Context: an optimization exercise on an open-source flow, tuned for small area, a short achievable clock period and few clock cycles per item. The choices shown serve that exercise and are no tape-out recipe. Where RTL was checked, it was by simulation tests only, not by an equivalence proof against the original.

T:
## led_sce_cell
module led_sce_cell (
    input  wire               clk,
    input  wire               rst,
    input  wire [15:0]        kp,
    input  wire [15:0]        smooth,
    input  wire [15:0]        noise,
    input  wire               delta,
    input  wire               in_valid,
    output wire               in_ready,
    input  wire signed [17:0] in_target,
    input  wire signed [17:0] in_cur,
    input  wire signed [17:0] in_sm,
    output reg                out_valid,
    input  wire               out_ready,
    output reg  signed [17:0] out_cur,
    output reg  signed [17:0] out_sm,
    output reg         [7:0]  out_value
);
Size: roughly 3,600 cells after synthesis, about 280 flip-flops, about 150 I/O pins, roughly 0.032 mm2 of cells after synthesis.
export LEC_CHECK = 0
export ABC_AREA = 1
export CAP_MARGIN = 20
export CORE_MARGIN = 2
export CORE_UTILIZATION = 40
export SLEW_MARGIN = 20
export SYNTH_MEMORY_MAX_BITS = 65536
create_clock -name core_clock -period 55.0 [get_ports {clk}]
standard.sh (not shown) runs the stock make flow with config.mk's settings and CLKGATE_MAP_FILE= SYNTH_SCRIPT=/design/flow/synth_recipe.tcl, a recipe that flattens the netlist after the stock synthesis.
==> flow/flow/run.sh <==
#!/bin/bash
# Own layout flow: the standard layout (standard.sh, ORFS synth to finish)
# with two make variables changed:
#  * SYNTH_ARGS=-noabc: Yosys's synth skips its generic "abc -fast" pass, so
#    the full-adder trees written out in the RTL reach extract_fa as written
#    and map to sky130 fa/ha cells without extra inverters. The register
#    names and cell types are the same as in the standard synthesis.
#  * BUFFER_PORTS_ARGS: every input and output port still gets its buffer,
#    but a sky130_fd_sc_hd__buf_1 instead of the clkdlybuf4s50_1 delay cell.
#  * CTS_ARGS: clock tree synthesis without dummy loads, clusters of up to 20 sinks.
# Each tool's full output is in the ORFS logs under orfs/logs/; make's own
# output goes to flow_make.log here.
set -euo pipefail
bash standard.sh SYNTH_ARGS=-noabc "BUFFER_PORTS_ARGS=-buffer_cell sky130_fd_sc_hd__buf_1" \
  "CTS_ARGS=-sink_clustering_enable -repair_clock_nets -dont_use_dummy_load -sink_clustering_size 20 -sink_clustering_max_diameter 120" finish > flow_make.log 2>&1
Inputs modified between T and S:
Settings: changing CORE_UTILIZATION from 40 to 60.
--- outcome ---
Depth of the most critical reg-to-reg path on S is down relative to T.
Compared with T, in S share of the final layout cell area in sequential cells climbed 0.31 points, worst-path maximum fanout shrank by 7, share of final layout cell area taken by non-clock buffers saw little to no change, via count picked up an extra 5.4%, hold slack shrank by 0.037 ns.
Diff S and T: critical path depth in cells higher in T
Compared to T, S has measured slew at the worst slew-check pin 0.057 ns higher.
Proportion of layout cells with a drive suffix above 1: S < T
Compare S and T | number of placed cells counting well taps higher: T
No run of this note included a check of the RTL's function; only the layout flow was run.


== v6 ==
led_sce_cell, a different RTL version from the one above (not shown whole).
Size in the first run: roughly 32000 sq um of cells after synthesis.
clock: 55.0 ns
lec_check: 0
abc_area: 1
cap_margin: 20
core_margin: 2
core_utilization: 60
slew_margin: 20
synth_memory_max_bits: 65536
==> flow/flow/run.sh <==
#!/bin/bash
# Own layout flow: the standard layout (standard.sh, ORFS synth to finish)
# with two make variables changed:
#  * SYNTH_ARGS=-noabc: Yosys's synth skips its generic "abc -fast" pass, so
#    the full-adder trees written out in the RTL reach extract_fa as written
#    and map to sky130 fa/ha cells without extra inverters. The register
#    names and cell types are the same as in the standard synthesis.
#  * BUFFER_PORTS_ARGS: every input and output port still gets its buffer,
#    but a sky130_fd_sc_hd__buf_1 instead of the clkdlybuf4s50_1 delay cell.
#  * CTS_ARGS: clock tree synthesis without dummy loads, clusters of up to 20 sinks.
# Each tool's full output is in the ORFS logs under orfs/logs/; make's own
# output goes to flow_make.log here.
set -euo pipefail
bash standard.sh SYNTH_ARGS=-noabc "BUFFER_PORTS_ARGS=-buffer_cell sky130_fd_sc_hd__buf_1" \
  "CTS_ARGS=-sink_clustering_enable -repair_clock_nets -dont_use_dummy_load -sink_clustering_size 20 -sink_clustering_max_diameter 120 -branching_point_buffers_distance 2000 -distance_between_buffers 2000" finish > flow_make.log 2>&1
v6 has completed all stages; timing, DRC and antenna checks passed.
Testbench counts of v6, summed over its fixed seeds: cycles 16,032, items 16,000.
Input-level comparison between v7 and v6:
--- a/flow/flow/run.sh
+++ b/flow/flow/run.sh
@@ -13,3 +13,3 @@
 set -euo pipefail
 bash standard.sh SYNTH_ARGS=-noabc "BUFFER_PORTS_ARGS=-buffer_cell sky130_fd_sc_hd__buf_1" \
-  "CTS_ARGS=-sink_clustering_enable -repair_clock_nets -dont_use_dummy_load -sink_clustering_size 20 -sink_clustering_max_diameter 120 -branching_point_buffers_distance 2000 -distance_between_buffers 2000" finish > flow_make.log 2>&1
+  "CTS_ARGS=-sink_clustering_enable -repair_clock_nets -dont_use_dummy_load -sink_clustering_size 20 -sink_clustering_max_diameter 120" finish > flow_make.log 2>&1
==> comparison <==
Re core utilization: no difference whatsoever between v7 and v6. As far as maximum clock rate goes, v7 and v6 are indistinguishable; the numbers are identical. v7 went all the way through the flow, and no timing, DRC or antenna check failed. Reported for v6 and v7, first-pass detailed-route iteration total turned out identical to the last digit. Compared with v6, in v7 post-synthesis instance total barely changed; simple-gate area share of the yosys netlist barely changed; number of instances resized during post-cts repair barely changed; die area barely changed; design area barely changed.

==> what the ideal ports hide <==
How much do the figures lean on ideal ports? The routed layouts below were timed once more, with nothing changed but the port constraints. Step 1: set_driving_cell puts a clkbuf_16 on clk and a buf_2 on each other input, an assumption about the parent block. Step 2 moves the port delays by t, midway between the first and last clock arrival at a register: inputs arrive t later, outputs are due t later. That takes back most of the time a late clock gives input paths. Three values: ideal, step 1, step 2; two values: the first two.
run	shift t [ns]	slack for setup (ns)	worst hold slack (ns)	worst register clock-pin slew, ns
T	0.597	42.550 / 42.550 / 42.550	0.452 / 0.452 / 0.452	0.09 / 0.09
S	0.576	42.743 / 42.743 / 42.743	0.415 / 0.415 / 0.415	0.09 / 0.09
v6	0.594	42.913 / 42.851 / 42.765	0.370 / 0.370 / 0.370	0.10 / 0.10
v7	0.594	42.913 / 42.851 / 42.765	0.370 / 0.370 / 0.370	0.10 / 0.10
After both steps setup and hold are still met in every run listed.
